What follows belongs to an exercise in optimizing a design on an open flow for small area, a short achievable clock period and few clock cycles; a production flow would make more cautious choices. Only simulation tests tie the RTL to the original design; equivalence was not proved.

--- flow/run.sh ---
#!/bin/bash
# synth_recipe.tcl (not shown) runs the flow's synth.tcl, then flattens the netlist and writes it again
# the make line also repeats each setting of config.mk as NAME=value (left out here)
make -C /OpenROAD-flow-scripts/flow DESIGN_CONFIG=/design/flow/config.mk WORK_HOME=/design/flow/orfs CLKGATE_MAP_FILE= SYNTH_SCRIPT=/design/flow/synth_recipe.tcl finish
--- flow/config.mk ---
export PLATFORM = sky130hd
export DESIGN_NAME = simhymn
export DESIGN_NICKNAME = simhymn
export VERILOG_FILES = /design/flow/design.v
export SDC_FILE = /design/flow/constraint.sdc
export NUM_CORES = 4
export LEC_CHECK = 0
export ABC_AREA = 1
export CAP_MARGIN = 20
export CORE_MARGIN = 2
export CORE_UTILIZATION = 40
export SLEW_MARGIN = 20
--- flow/constraint.sdc ---
create_clock -name core_clock -period 10.0 [get_ports {clk}]
set_input_delay 2.0000 -clock core_clock [delete_from_list [all_inputs] [get_ports {clk}]]
set_output_delay 2.0000 -clock core_clock [all_outputs]
set_load 0.01 [all_outputs]
--- flow/design.v ---
module simhymn (
    input  wire       clk,
    input  wire       rst,           
    input  wire       img_we,
    input  wire [4:0] img_addr,
    input  wire [7:0] img_data,
    input  wire       start,
    output wire       in_req,
    input  wire       in_valid,
    input  wire [7:0] in_data,
    input  wire [1:0] in_err,        
    output reg        out_valid,
    output reg  [7:0] out_data,
    output wire       done,
    output wire       halted,
    output wire       faulted,
    output wire [2:0] fault_kind,
    output wire [4:0] fault_pc,
    output wire [7:0] fault_word,
    output reg  [7:0] acc,
    output reg  [4:0] pc,
    output wire       zf,
    output wire       pf,
    input  wire [4:0] dbg_addr,
    output wire [7:0] dbg_data
);
    localparam [4:0] JUMP_CHAIN_BOUND = 5'd30;
    localparam [4:0] INPUT_PORT  = 5'd30;
    localparam [4:0] OUTPUT_PORT = 5'd31;
    localparam [2:0] OP_HALT = 3'd0;
    localparam [2:0] OP_JUMP = 3'd1;
    localparam [2:0] OP_JZER = 3'd2;
    localparam [2:0] OP_JPOS = 3'd3;
    localparam [2:0] OP_LOAD = 3'd4;
    localparam [2:0] OP_STOR = 3'd5;
    localparam [2:0] OP_ADD  = 3'd6;
    localparam [2:0] OP_SUB  = 3'd7;
    reg [7:0] mem [0:31];
    reg [7:0] ir;                
    reg       run;               
    reg       hlt_r;             
    reg       flt_r;             
    reg       inv_r;             
    reg [4:0] chain;             
    assign zf = (acc == 8'd0);
    assign pf = !acc[7] && (acc != 8'd0);
    wire idle = !run && !hlt_r && !flt_r;
    wire go   = !rst && (run || (idle && start));
    wire ld   = idle && !start;              
    wire [2:0] op0  = ir[7:5];
    wire [4:0] a0   = ir[4:0];
    wire hlt0 = (op0 == OP_HALT) || (pc >= 5'd30);
    wire jmp0 = (op0 == OP_JUMP) || (op0 == OP_JZER) || (op0 == OP_JPOS);
    wire tk0  = (op0 == OP_JUMP) || (op0 == OP_JZER && zf) || (op0 == OP_JPOS && pf);
    wire cflt = !hlt0 && jmp0 && tk0 && (chain == JUMP_CHAIN_BOUND);
    wire [4:0] pc1 = pc + 5'd1;
    wire [4:0] pcx  = jmp0 ? (tk0 ? a0 : pc1) : pc;
    wire [4:0] pcx1 = pcx + 5'd1;
    wire [4:0] pcx2 = pcx + 5'd2;
    wire [4:0] chainx = jmp0 ? (tk0 ? chain + 5'd1 : 5'd0) : chain;
    wire dsel = !(run || start) || hlt0 || cflt;
    wire [31:0] oh_pc  = 32'd1 << pc;
    wire [31:0] oh_a0  = 32'd1 << a0;
    wire [31:0] oh_dbg = 32'd1 << dbg_addr;
    wire [31:0] oh_pc1 = {oh_pc[30:0], oh_pc[31]};
    wire [31:0] oh_pc2 = {oh_pc[29:0], oh_pc[31:30]};
    wire [31:0] oh_pc3 = {oh_pc[28:0], oh_pc[31:29]};
    wire [31:0] oh_a01 = {oh_a0[30:0], oh_a0[31]};
    wire [31:0] oh_a02 = {oh_a0[29:0], oh_a0[31:30]};
    wire [31:0] s1 = tk0 ? oh_a0 : oh_pc1;
    wire [31:0] s2 = jmp0 ? (tk0 ? oh_a01 : oh_pc2) : oh_pc1;
    wire [31:0] s3 = dsel ? oh_dbg : (jmp0 ? (tk0 ? oh_a02 : oh_pc3) : oh_pc2);
    reg [7:0] m1, w2, w3;
    integer k;
    always @(*) begin
        m1 = 8'd0;
        w2 = 8'd0;
        w3 = 8'd0;
        for (k = 0; k < 32; k = k + 1) begin
            m1 = m1 | ({8{s1[k]}} & mem[k]);
            w2 = w2 | ({8{s2[k]}} & mem[k]);
            w3 = w3 | ({8{s3[k]}} & mem[k]);
        end
    end
    wire [7:0] w1 = jmp0 ? m1 : ir;
    assign dbg_data = w3;
    wire [2:0] op1 = w1[7:5];
    wire [4:0] a1  = w1[4:0];
    wire [2:0] op2 = w2[7:5];
    wire [4:0] a2  = w2[4:0];
    wire ex1 = !((op1 == OP_HALT) || (pcx >= 5'd30) || (op1 == OP_JUMP) ||
                 (op1 == OP_JZER) || (op1 == OP_JPOS));
    wire act   = go && !hlt0 && !cflt;       
    wire exe   = act && ex1;                 
    wire stor  = (op1 == OP_STOR);
    wire inp   = (op1 == OP_LOAD) && (a1 == INPUT_PORT);
    wire in_ok = in_valid && (in_err == 2'd0);
    wire wait_in = inp && !in_valid;
    wire bad_in  = inp && in_valid && !in_ok;
    wire x2 = (op2 == OP_ADD) || (op2 == OP_SUB) ||
              ((op2 == OP_LOAD) && (a2 != INPUT_PORT));
    wire fuse_xs = !stor && (op2 == OP_STOR) && (a2 != pcx2);
    wire fuse_sx = stor && x2 && (a1 != pcx1);    
    wire fuse = (pcx1 < 5'd30) && (fuse_xs || fuse_sx);
    wire [2:0] xop  = stor ? op2 : op1;
    wire [31:0] sx  = stor ? (32'd1 << a2) : (32'd1 << a1);
    reg  [7:0] mrd;
    always @(*) begin
        mrd = 8'd0;
        for (k = 0; k < 32; k = k + 1)
            mrd = mrd | ({8{sx[k]}} & mem[k]);
    end
    wire [7:0] opnd = (stor && (a2 == a1)) ? acc : mrd;
    reg [7:0] alu;
    always @(*) begin
        case (xop)
            OP_ADD:  alu = acc + opnd;
            OP_SUB:  alu = acc - opnd;
            default: alu = inp ? in_data : opnd;
        endcase
    end
    wire done_ok = exe && !wait_in && !bad_in;    
    wire fused   = done_ok && fuse;
    wire       we_a = (ld && img_we && !rst) || (done_ok && (stor || inp));
    wire [4:0] wa_a = ld ? img_addr : a1;
    wire [7:0] wd_a = ld ? img_data : (stor ? acc : in_data);
    wire       we_b = fused && !stor;
    wire [7:0] wd = we_b ? alu : wd_a;
    integer i;
    always @(posedge clk) begin
        for (i = 0; i < 32; i = i + 1)
            if ((we_b && a2 == i[4:0]) || (we_a && wa_a == i[4:0]))
                mem[i] <= wd;
    end
    assign in_req     = exe && inp;
    assign halted     = hlt_r || (go && hlt0);
    assign faulted    = flt_r || (go && cflt);
    assign done       = halted || faulted;
    assign fault_pc   = pc;
    assign fault_word = ir;
    assign fault_kind = ir[7] ? {2'b10, inv_r} : 3'd3;
    wire [4:0] pcn = done_ok ? (fuse ? pcx2 : pcx1) : pcx;
    wire [7:0] wn  = done_ok ? (fuse ? w3 : w2) : w1;
    wire       fwd = done_ok && (stor || inp) && (a1 == pcn);
    always @(posedge clk) begin
        if (rst) begin
            out_valid <= 1'b0;
            out_data  <= 8'd0;
        end else begin
            out_valid <= (done_ok && stor && (a1 == OUTPUT_PORT)) ||
                         (we_b && (a2 == OUTPUT_PORT));
            out_data  <= stor ? acc : alu;
        end
    end
    always @(posedge clk) begin
        if (rst) begin
            run   <= 1'b0;
            hlt_r <= 1'b0;
            flt_r <= 1'b0;
            inv_r <= 1'b0;
            acc   <= 8'd0;
            pc    <= 5'd0;
            chain <= 5'd0;
        end else if (go) begin
            run <= 1'b1;
            if (hlt0) begin
                run   <= 1'b0;
                hlt_r <= 1'b1;
            end else if (cflt) begin
                run   <= 1'b0;
                flt_r <= 1'b1;
            end else if (!done_ok) begin
                pc    <= pcx;
                chain <= chainx;
                if (exe && bad_in) begin
                    run   <= 1'b0;
                    flt_r <= 1'b1;
                    inv_r <= in_err[1];
                end
            end else begin
                pc    <= pcn;
                chain <= 5'd0;
                if (!stor || fuse)
                    acc <= alu;
            end
        end
    end
    always @(posedge clk) begin
        if (ld || rst)
            ir <= (!rst && img_we && img_addr == 5'd0) ? img_data : mem[0];
        else if (act)
            ir <= fwd ? wd_a : wn;
    end
endmodule
==> summary.txt, run 1 <==
status -> timing/DRC/antenna clean
Setup crit end kind -> primary output
measured slew at the worst slew-check pin -> 1.28 ns
most frequent cell after synthesis -> nand2_1
initial antenna violation count -> 25
register area share after synthesis -> 37.9%
first-pass GRT wire length -> 222 mm
clock latency (worst-skew pair) -> 0.60 ns
drt first pass iters -> 12
initial DRC count -> 7195
top cells by area, synth -> edfxtp_1, nand2_1, inv_1, nand3_1, nor2_1
global-route usage over all layers -> 57.4%
area share of the largest cell type after synthesis -> 35.1%
Post-synth EDFFs -> 264
Worst-path clk slew -> 0.05 ns
min cycle time layout -> 9.78 ns
clk buf depth -> 3
Synth top cells by count -> nand2_1, inv_1, nor2_1
DP Area -> 0.0249 mm^2
Synth cell types -> 51
initial core utilization -> 40.2%
synthesized area per cell -> 6.91 um^2
CP startpoint -> ir[7]$_DFFE_PP_
CP Cell Sequence -> inv_2, nand2_1, nand2_2, buf_4, nor2_1, nor3_1, inv_1, nor3_1, nor2_1, inv_2, nor2_2, inv_1, o21ai_0, nand2_1, inv_1, a221oi_1, nand4_1, a2111oi_0, o2111ai_1, clkdlybuf4s50_1
Routed Antenna Nets -> 0
max-cap violations -> 0
filler instances -> 5721
cells after synthesis -> 3267
core region area -> 0.0561 mm^2
CP delay by family, top -> buffers and inverters
WS Path Type -> flop to primary output
Hold Crit Depth -> 2
IO Port Bufs -> 84
final worst path period share -> 97.8%
share of layout cells above drive strength 1 -> 9.38%
slowest CP cell -> clkdlybuf4s50_1
H-tree depth reported by CTS -> 2
final WL -> 171 mm
DIE AREA -> 0.0583 mm^2
Reg2Reg Setup Slack -> 0.28 ns
Critical Path Source Type -> flop
Ys Warns -> 2
drt wl/cell -> 40.5 um
placed cells -> 4122
final setup violation count -> 0
DP HPWL -> 133 mm
Die W -> 241 um
Fin. Hold Viols -> 0
DRC -> 0
WP data arrival -> 7.78 ns
setup TNS -> 0 ns
vias in the first global route -> 25900
GRT overflow -> 0
worst-path fanout max -> 59
CTS tree -> yes
Final Wtd Congestion -> 1.24
syn_nets -> 3320
Mapped Area -> 0.0226 mm^2
critical path depth -> 20
cell taking the most area after synthesis -> edfxtp_1
Final Max Slew Viols -> 0
Yosys reg bits -> 295
RSZ-0062 raised after global routing -> no
Buffers & Inverters on Critical Path -> 7
Hold Crit Class -> flop to flop
Max transition margin -> 13.9%
Root Buffer -> clkbuf_16
Critical Path Max Stage Delay -> 0.68 ns
CTS sink cnt -> 295
pin count of the biggest net entering global routing -> 66
Final Skew -> 0.0273 ns
boundary pin count -> 85
Design Area, Final -> 0.0262 mm^2
CTS Buf Count -> 35
die height -> 241 um
Non-Filler Instances -> 4210
final net count -> 3460
vias per cell -> 7.09
critical path required time -> 8.00 ns
r2r startpoint -> ir[7]$_DFFE_PP_
Worst Setup EP -> dbg_data[4]
Rows -> 87
r2r endpoint -> mem[15][7]$_DFFE_PP_
Worst R2R Path Depth -> 48
Top cell by count, worst path -> inv_1
Async SR Flop Fraction -> 0%
area growth from synthesis to layout -> 16.2%
Peak Freq -> 102 MHz
vias -> 29800
prevailing post-synth register cell -> edfxtp_1
hold slack -> 0.488 ns
==> layer usage <==
metal | part of all wire [%] | GRT usage, % | wire, um | vias to the layer above
li1 | - | - | - | 11500
met1 | 34 | 68.0 | 57800 | 13800
met2 | 36 | 72.9 | 62000 | 3504
met3 | 19 | 35.3 | 32600 | 1068
met4 | 11 | 44.8 | 18100 | 16
met5 | 0.12 | 2.10 | 197 | -
==> layout make-up <==
| cell class | instances | area, um^2 | share of cell area (%) |
|---|---|---|---|
| Tap cell | 756 | 946 | 3.61 |
| Sequential cell | 295 | 8550 | 32.6 |
| Clock buffer | 45 | 966 | 3.68 |
| Clock inverter | 17 | 204 | 0.778 |
| Inverter | 396 | 1490 | 5.69 |
| Antenna cell | 22 | 55.1 | 0.210 |
| Multi-Input combinational cell | 2468 | 12200 | 46.5 |
| Timing Repair Buffer | 211 | 1830 | 6.99 |
==> cells by family after synthesis <==
family,synth area share [%]
buffers and inverters,9.01
adders and majority gates,1.14
AOI/OAI and AO/OA,14.8
DFF,37.9
xor gates and xnor gates,1.05
and+or+nand+nor,36.1
==> sequential cells by signal (all words and copies together) (netlist names) <==
register,flops
chain,5
acc,8
pc,5
inv_r,1
ir,8
flt_r,1
run,1
out_valid,1
mem,256
hlt_r,1
out_data,8
==> cells in the final DEF (no fill, tap or decap), types with 9 or more instances in the layout <==
master | synthesis | routed
a21oi_1 | 58 | 58
a221oi_1 | 24 | 24
a22o_1 | 9 | 9
buf_4 | 10 | 124
clkbuf_16 | 0 | 37
clkdlybuf4s50_1 | 0 | 84
clkinv_2 | 0 | 9
dfxtp_1 | 31 | 31
diode_2 | 0 | 22
edfxtp_1 | 264 | 264
ha_1 | 19 | 19
inv_1 | 364 | 364
inv_2 | 28 | 27
nand2_1 | 1018 | 1017
nand2_2 | 35 | 36
nand3_1 | 265 | 263
nand4_1 | 152 | 152
nor2_1 | 324 | 323
nor2_2 | 8 | 9
nor2_4 | 9 | 9
nor3_1 | 32 | 32
nor4_1 | 18 | 17
o211ai_1 | 28 | 28
o21ai_0 | 190 | 189
o21ai_1 | 32 | 32
o21ai_2 | 12 | 12
o221ai_1 | 17 | 17
o22ai_1 | 113 | 93
o22ai_2 | 0 | 16
o32ai_1 | 15 | 14
or2_2 | 12 | 12
xor2_1 | 22 | 22
==> worst min path at each step <==
stage	startpoint	endpoint	slack [ns]
floorplan	inv_r$_SDFFE_PP0P_	inv_r$_SDFFE_PP0P_	0.44
global placement	inv_r$_SDFFE_PP0P_	inv_r$_SDFFE_PP0P_	0.47
detailed placement	inv_r$_SDFFE_PP0P_	inv_r$_SDFFE_PP0P_	0.48
CTS	inv_r$_SDFFE_PP0P_	inv_r$_SDFFE_PP0P_	0.49
global route	inv_r$_SDFFE_PP0P_	inv_r$_SDFFE_PP0P_	0.50
finish	inv_r$_SDFFE_PP0P_	inv_r$_SDFFE_PP0P_	0.49
==> timing repair <==
action | in CTS | in global routing
resized for setup | 0 | 7
endpoints found under the setup margin | 0 | 53
hold buffers | 0 | 0
setup buffers | 0 | 4
==> per-stage QoR <==
stage | worst slack (ns) | util [%]
after global routing | 0.0337 | 46.7
after CTS | 0.443 | 46.5
after floorplan | 3.63 | -
after detailed placement | 0.697 | 44.4
after global placement | 0.778 | 44.4
final | 0.222 | 46.8
==> tightest hold or removal path, stage by stage (launching register included) <==
cell and delay, ns:
dfxtp_1 0.32, nand2_1 0.07, a21oi_1 0.05
Testbench counts, summed over its fixed seeds: cycles 12,309.
==> run 2: changes to the inputs <==
--- a/flow/design.v
+++ b/flow/design.v
@@ -60,3 +60,3 @@
     wire [4:0] chainx = jmp0 ? (tk0 ? chain + 5'd1 : 5'd0) : chain;
-    wire dsel = !(run || start) || hlt0 || cflt;
+    wire dsel = hlt_r || flt_r || hlt0 || cflt;
     wire [31:0] oh_pc  = 32'd1 << pc;
--- a/flow/config.mk
+++ b/flow/config.mk
@@ -10,3 +10,5 @@
 export CORE_MARGIN = 2
-export CORE_UTILIZATION = 40
+export CORE_UTILIZATION = 25
+export SETUP_SLACK_MARGIN = 3
 export SLEW_MARGIN = 20
+export TNS_END_PERCENT = 10
==> run 2 against run 1 <==
Effect of this change: largest cell class unchanged; non-clock buffer count rose by 438; synthesized area rose by 1.8%; wire length rose by 14%; critical endpoint is now dbg_data[5]; still clean; count of clock-buffer cells in the layout fell by 2; highest routed layer unchanged.
==> summary.txt, run 2 <==
share of layout cells above drive strength 1 -> 28.6%
CP delay by family, top -> buffers and inverters
drt wl/cell -> 38.4 um
Buffers & Inverters on Critical Path -> 7
final net count -> 3896
Root Buffer -> clkbuf_16
Final Wtd Congestion -> 1.12
first-pass GRT wire length -> 254 mm
final setup violation count -> 0
status -> timing/DRC/antenna clean
Die W -> 307 um
Largest register FFs -> 256
DP HPWL -> 147 mm
commonest non-fill, non-tap cell in the layout -> nand2_1
Top cell by count, worst path -> buf_4
Ys Warns -> 2
Yosys reg bits -> 295
register area share after synthesis -> 37.2%
CP Cell Sequence -> nand2_4, nor2_4, a21oi_4, buf_12, buf_12, bufbuf_16, nand3_2, nand2_4, a21boi_2, buf_4, or2_2, nand2_2, buf_4, o22ai_1, a21oi_1, o2111ai_1, nor3_2, nand4_1, buf_4, clkdlybuf4s50_1
slowest CP cell -> edfxtp_1
drt first pass iters -> 8
Async SR Flop Fraction -> 0%
prevailing post-synth register cell -> edfxtp_1
CTS tree -> yes
die height -> 307 um
Fin. Hold Viols -> 0
Hold Crit Class -> flop to flop
initial DRC count -> 5264
final worst path period share -> 74.6%
vias in the first global route -> 28200
DRC -> 0
pin count of the biggest net entering global routing -> 53
RSZ-0062 raised after global routing -> yes
Critical Path Max Stage Delay -> 0.49 ns
WP data arrival -> 5.46 ns
worst-path fanout max -> 8
cells after synthesis -> 3280
syn_nets -> 3333
Final Max Slew Viols -> 0
Rows -> 111
Reg2Reg Setup Slack -> 2.54 ns
CTS sink cnt -> 295
most frequent cell after synthesis -> nand2_1
Final Skew -> 0.0283 ns
critical path required time -> 8.00 ns
GRT overflow -> 0
measured slew at the worst slew-check pin -> 1.28 ns
min cycle time layout -> 7.46 ns
WS Path Type -> flop to primary output
vias per cell -> 6.08
core region area -> 0.0914 mm^2
Routed Antenna Nets -> 0
Post-synth EDFFs -> 264
synthesized area per cell -> 7.00 um^2
global-route usage over all layers -> 39.8%
Peak Freq -> 134 MHz
top cells by area, synth -> edfxtp_1, nand2_1, nand4_1, inv_1, nand3_1
setup TNS -> 0 ns
CTS Buf Count -> 38
most frequent cells in the layout -> nand2_1, buf_4, inv_1
H-tree depth reported by CTS -> 2
cell taking the most area after synthesis -> edfxtp_1
Synth top cells by count -> nand2_1, inv_1, nor2_1
boundary pin count -> 85
clock latency (worst-skew pair) -> 0.60 ns
max-cap violations -> 0
Max transition margin -> 14.9%
initial core utilization -> 25.1%
Synth cell types -> 59
Mapped Area -> 0.0230 mm^2
area growth from synthesis to layout -> 48.4%
IO Port Bufs -> 84
hold_buf cts -> 0
DIE AREA -> 0.0943 mm^2
initial antenna violation count -> 11
Top reg by flops -> mem
vias -> 30800
final WL -> 194 mm
Setup crit end kind -> primary output
Worst-path clk slew -> 0.07 ns
area share of the largest cell type after synthesis -> 34.5%
clk buf depth -> 3
Critical Path Source Type -> flop
## run 2: cell types whose count changed after synthesis, sizes merged, moves of 9 or more
cell / delta
a2111oi: -9
inv: -15
nand2: -59
nand4: +74
buf: +19
o211ai: -11
nor2: +14
o221ai: -9
o22ai: -9
## run 2: final cells by class
type,instances,area [um^2]
Clock inverter,27,338
Multi-Input combinational cell,2475,14300
Fill cell,9650,57300
Inverter,384,1530
Sequential cell,295,8570
Clock buffer,43,1030
Antenna cell,9,22.5
Tap cell,1186,1480
Timing Repair Buffer,649,6740
## run 2: worst paths after layout
kind,start,to,cells past startpoint
max,ir[6]$_DFFE_PP_,dbg_data[5],20
min,flt_r$_SDFFE_PP0P_,flt_r$_SDFFE_PP0P_,2
max reg2reg,ir[7]$_DFFE_PP_,mem[22][4]$_DFFE_PP_,51
min reg2reg,flt_r$_SDFFE_PP0P_,flt_r$_SDFFE_PP0P_,2
## run 2: tightest hold or removal path, cell delays in order, from the launching register on
cell and delay, ns:
dfxtp_1 0.31, inv_1 0.06, a21oi_1 0.06
## run 2: timing repair
item,4_1_cts,5_1_grt
buffers inserted,200,48
gates cloned,25,3
pin swaps,116,124
endpoints found under the setup margin,368,211
gates resized for setup,527,132
## run 2: metrics by stage
stage	worst slack (ns)	utilization [%]	hold WS, ns	area [um^2]	instances
after floorplan	3.81	-	0.435	23000	3280
after global placement	1.26	29.8	0.462	27200	4713
final	2.54	37.3	0.474	34100	5068
after detailed placement	1.41	29.8	0.467	27200	4713
after CTS	2.73	36.1	0.477	33000	5008
after global routing	2.39	37.3	0.504	34000	5059
## run 2: kinds of logic (layout without fill, tap and decap cells)
kind of cell	count (synthesis)	after routing	share of synthesized area (%)
other	0	9	0
adder cells (fa/ha/maj)	20	20	1.12
AO/OA/AOI/OAI	513	513	14.2
flip-flops	295	295	37.2
buffers and inverters	514	1103	9.62
AND/OR/NAND/NOR	1909	1913	36.8
XOR/XNOR	29	29	1.11
## run 2: routing by layer
metal | vias up | routed length [um] | global-route usage [%]
li1 | 12500 | - | -
met1 | 15100 | 76900 | 52.7
met2 | 2601 | 75300 | 53.9
met3 | 634 | 27000 | 15.1
met4 | 16 | 15100 | 24.9
met5 | - | 224 | 0.0517
Testbench counts of run 2, summed over its fixed seeds: cycles 12,309.
==> run 3: changes to the inputs <==
--- a/flow/design.v
+++ b/flow/design.v
@@ -61,27 +61,31 @@
     wire dsel = hlt_r || flt_r || hlt0 || cflt;
-    wire [31:0] oh_pc  = 32'd1 << pc;
-    wire [31:0] oh_a0  = 32'd1 << a0;
-    wire [31:0] oh_dbg = 32'd1 << dbg_addr;
-    wire [31:0] oh_pc1 = {oh_pc[30:0], oh_pc[31]};
-    wire [31:0] oh_pc2 = {oh_pc[29:0], oh_pc[31:30]};
-    wire [31:0] oh_pc3 = {oh_pc[28:0], oh_pc[31:29]};
-    wire [31:0] oh_a01 = {oh_a0[30:0], oh_a0[31]};
-    wire [31:0] oh_a02 = {oh_a0[29:0], oh_a0[31:30]};
-    wire [31:0] s1 = tk0 ? oh_a0 : oh_pc1;
-    wire [31:0] s2 = jmp0 ? (tk0 ? oh_a01 : oh_pc2) : oh_pc1;
-    wire [31:0] s3 = dsel ? oh_dbg : (jmp0 ? (tk0 ? oh_a02 : oh_pc3) : oh_pc2);
-    reg [7:0] m1, w2, w3;
-    integer k;
+    function [11:0] rows;                
+        input [4:0] x;
+        reg [2:0] r0, r1;
+        begin
+            r0 = x[4:2];
+            r1 = x[4:2] + 3'd1;
+            rows = {r0, (x[1:0] > 2'd2) ? r1 : r0, (x[1:0] > 2'd1) ? r1 : r0,
+                    (x[1:0] > 2'd0) ? r1 : r0};
+        end
+    endfunction
+    wire [11:0] rw_pc = rows(pc);
+    wire [11:0] rw_p1 = rows(pc1);
+    wire [11:0] rw_a0 = rows(a0);
+    wire [11:0] rw  = jmp0 ? (tk0 ? rw_a0 : rw_p1) : rw_pc;
+    wire [1:0]  wl  = jmp0 ? (tk0 ? a0[1:0] : pc1[1:0]) : pc[1:0];
+    wire [7:0] b0  = mem[{rw[2:0], 2'd0}];
+    wire [7:0] b1  = mem[{rw[5:3], 2'd1}];
+    wire [7:0] b2  = mem[{rw[8:6], 2'd2}];
+    wire [7:0] b3  = mem[{rw[11:9], 2'd3}];
+    reg  [7:0] m1, w2, w3;
     always @(*) begin
-        m1 = 8'd0;
-        w2 = 8'd0;
-        w3 = 8'd0;
-        for (k = 0; k < 32; k = k + 1) begin
-            m1 = m1 | ({8{s1[k]}} & mem[k]);
-            w2 = w2 | ({8{s2[k]}} & mem[k]);
-            w3 = w3 | ({8{s3[k]}} & mem[k]);
-        end
+        case (wl)
+            2'd0: begin m1 = b0; w2 = b1; w3 = b2; end
+            2'd1: begin m1 = b1; w2 = b2; w3 = b3; end
+            2'd2: begin m1 = b2; w2 = b3; w3 = b0; end
+            default: begin m1 = b3; w2 = b0; w3 = b1; end
+        endcase
     end
     wire [7:0] w1 = jmp0 ? m1 : ir;
-    assign dbg_data = w3;
     wire [2:0] op1 = w1[7:5];
@@ -105,4 +109,6 @@
     wire [2:0] xop  = stor ? op2 : op1;
-    wire [31:0] sx  = stor ? (32'd1 << a2) : (32'd1 << a1);
+    wire [31:0] sx  = dsel ? (32'd1 << dbg_addr) :
+                      stor ? (32'd1 << a2) : (32'd1 << a1);
     reg  [7:0] mrd;
+    integer k;
     always @(*) begin
@@ -113,2 +119,3 @@
     wire [7:0] opnd = (stor && (a2 == a1)) ? acc : mrd;
+    assign dbg_data = mrd;
     reg [7:0] alu;
==> run 3 against run 2 <==
Effect of this change: wire length shrank 52%; clock skew grew 0.014 ns; fmax shrank 0.31%; cell count shrank 22%; worst hold slack lost 0.0076 ns.
==> summary.txt, run 3 <==
area growth from synthesis to layout -> 37.3%
WP data arrival -> 5.49 ns
die height -> 283 um
Rows -> 102
CTS Buf Count -> 35
Top cell by count, worst path -> nand2_1
commonest non-fill, non-tap cell in the layout -> nand2_1
Final WS setup -> 2.51 ns
r2r endpoint -> mem[4][7]$_DFFE_PP_
first-pass GRT wire length -> 133 mm
register area share after synthesis -> 44.0%
clk buf depth -> 3
min cycle time layout -> 7.49 ns
Final Util -> 34.6%
Post-synth EDFFs -> 264
cells after synthesis -> 2588
CP startpoint -> ir[6]$_DFFE_PP_
Root Buffer -> clkbuf_16
Routed Antenna Nets -> 0
Final Skew -> 0.0419 ns
most frequent cells in the layout -> nand2_1, edfxtp_1, buf_4
syn_nets -> 2646
Non-Filler Instances -> 3963
r2r startpoint -> ir[6]$_DFFE_PP_
Hold Crit Class -> flop to flop
Final Wtd Congestion -> 1.04
vias -> 21000
Mapped Area -> 0.0194 mm^2
Setup crit end kind -> primary output
setup TNS -> 0 ns
Final Max Slew Viols -> 0
Top reg by flops -> mem
clock latency (worst-skew pair) -> 0.58 ns
top cells by area, synth -> edfxtp_1, nand2_1, nand3_1, nor2_1, nand4_1
prevailing post-synth register cell -> edfxtp_1
Peak Freq -> 134 MHz
initial core utilization -> 25.2%
IO Port Bufs -> 84
Setup WS pre-CTS -> 0.705 ns
initial DRC count -> 2831
pin count of the biggest net entering global routing -> 33
Buffers & Inverters on Critical Path -> 10
Critical Path Source Type -> flop
final WL -> 94.0 mm
core region area -> 0.0772 mm^2
share of layout cells above drive strength 1 -> 26.4%
vias in the first global route -> 19600
Design Area, Final -> 0.0267 mm^2
DP HPWL -> 69.0 mm
Max transition margin -> 25.3%
H-tree depth reported by CTS -> 2
cell taking the most area after synthesis -> edfxtp_1
Ys Warns -> 2
hold_buf cts -> 0
CP delay by family, top -> simple AND/OR/NAND/NOR gates
Worst Setup EP -> dbg_data[5]
boundary pin count -> 85
drt wl/cell -> 23.7 um
Largest register FFs -> 256
CTS tree -> yes
Reg2Reg Setup Slack -> 2.54 ns
Critical Path Max Stage Delay -> 0.50 ns
WS Path Type -> flop to primary output
CTS sink cnt -> 295
measured slew at the worst slew-check pin -> 1.11 ns
vias per cell -> 5.31
Synth cell types -> 57
final worst path period share -> 74.9%
DP Area -> 0.0217 mm^2
Die W -> 283 um
global-route usage over all layers -> 22.8%
most frequent cell after synthesis -> nand2_1
filler instances -> 7953
DIE AREA -> 0.0800 mm^2
final setup violation count -> 0
max-cap violations -> 0
Yosys reg bits -> 295
Synth top cells by count -> nand2_1, edfxtp_1, nor2_1
GRT overflow -> 0
Worst R2R Path Depth -> 54
Worst-path clk slew -> 0.06 ns
synthesized area per cell -> 7.51 um^2
initial antenna violation count -> 1
placed cells -> 3691
hold slack -> 0.466 ns
antenna fix cells -> 0
final net count -> 2955
Async SR Flop Fraction -> 0%
critical path depth -> 34
Fin. Hold Viols -> 0
RSZ-0062 raised after global routing -> yes
DRC -> 0
status -> timing/DRC/antenna clean
area share of the largest cell type after synthesis -> 40.8%
critical path required time -> 8.00 ns
slowest CP cell -> edfxtp_1
drt first pass iters -> 6
worst-path fanout max -> 17
-- run 3: cell count changes after synthesis, moves of 19 or more --
cell and delta:
nand4_1 -89, inv_1 -144, a221oi_1 -25, o22ai_1 -70, nor2_1 -102, nor2_2 +19
o21ai_0 -74, nand2_1 -85, a21oi_1 +22, nand3_1 -51
-- run 3: worst min-delay path, delay by kind of cell (launching register included) --
kind | cells | cell delay (ns)
buffers and inverters | 1 | 0.06
AOI/OAI and AO/OA | 1 | 0.06
DFF | 1 | 0.31
-- run 3: timing repair --
action,in CTS,in global routing
buffers inserted,151,42
setup endpoints to repair,543,417
cloned,12,2
pin swaps,154,114
gates resized for setup,429,139
-- run 3: worst min path at each step --
stage	startpoint	to	slack, ns	depth (start not counted)
global placement	flt_r$_SDFFE_PP0P_	flt_r$_SDFFE_PP0P_	0.45	2
detailed placement	flt_r$_SDFFE_PP0P_	flt_r$_SDFFE_PP0P_	0.46	2
CTS	flt_r$_SDFFE_PP0P_	flt_r$_SDFFE_PP0P_	0.47	2
finish	flt_r$_SDFFE_PP0P_	flt_r$_SDFFE_PP0P_	0.47	2
floorplan	inv_r$_SDFFE_PP0P_	inv_r$_SDFFE_PP0P_	0.44	2
global route	hlt_r$_SDFFE_PP0P_	hlt_r$_SDFFE_PP0P_	0.50	2
-- run 3: cells by family (layout without fill, tap and decap cells) --
logic type | count (synthesis) | after routing | synth area share, %
adder cells (fa/ha/maj) | 25 | 25 | 1.65
multiplexers | 1 | 1 | 0.0515
AO/OA/AOI/OAI | 312 | 315 | 9.51
AND/OR/NAND/NOR | 1577 | 1579 | 35.8
XOR/XNOR | 29 | 29 | 1.31
flip-flops | 295 | 295 | 44.0
buffers and inverters | 349 | 679 | 7.68
-- run 3: cell type report --
cell class | instances | area [um^2] | share of cell area [%]
clock buffer | 43 | 927 | 3.47
timing repair buffer | 366 | 3580 | 13.4
multi-input combinational | 1949 | 11200 | 41.8
timing repair inverter | 1 | 7.51 | 0.0281
clock inverter | 20 | 149 | 0.558
sequential | 295 | 8570 | 32.1
inverter | 249 | 998 | 3.74
tap | 1040 | 1300 | 4.87
-- run 3: routing by layer --
layer,vias up,global-route usage [%],routed length (um),part of all wire (%)
li1,9393,-,-,-
met1,9998,30.4,37800,40
met2,1352,34.6,40400,43
met3,303,4.84,9960,11
met4,2,12.2,5870,6.2
met5,-,0,14,0.015
Testbench counts of run 3, summed over its fixed seeds: cycles 12,309.

==> afterwards: timing with drivers on the ports <==
The flow's constraints put no driver on any port. The routed layouts listed below were extracted and timed again, unchanged, in two steps. Step 1: set_driving_cell puts a clkbuf_16 on clk and a buf_2 on each other input, an assumption about the parent block. Step 2 times the ports against the registers' clock, not the clock port: input delays grow and output delays shrink by t, the midpoint of the rising clock arrivals with the driver on. a / b / c = ideal ports / drivers / drivers and shift; a / b = the first two.
| run | t (ns) | setup slack, ns | cell pins on the clock port's net |
|---|---|---|---|
| run 1 | 0.651 | 0.222 / 0.154 / 0.280 | 1 |
| run 2 | 0.651 | 2.537 / 2.468 / 2.538 | 1 |
| run 3 | 0.619 | 2.514 / 2.456 / 2.449 | 1 |
After both steps every run listed still meets setup and hold. The setup slack of run 3, which loses most, moves by -0.058 ns with the drivers and by -0.065 ns with both steps.
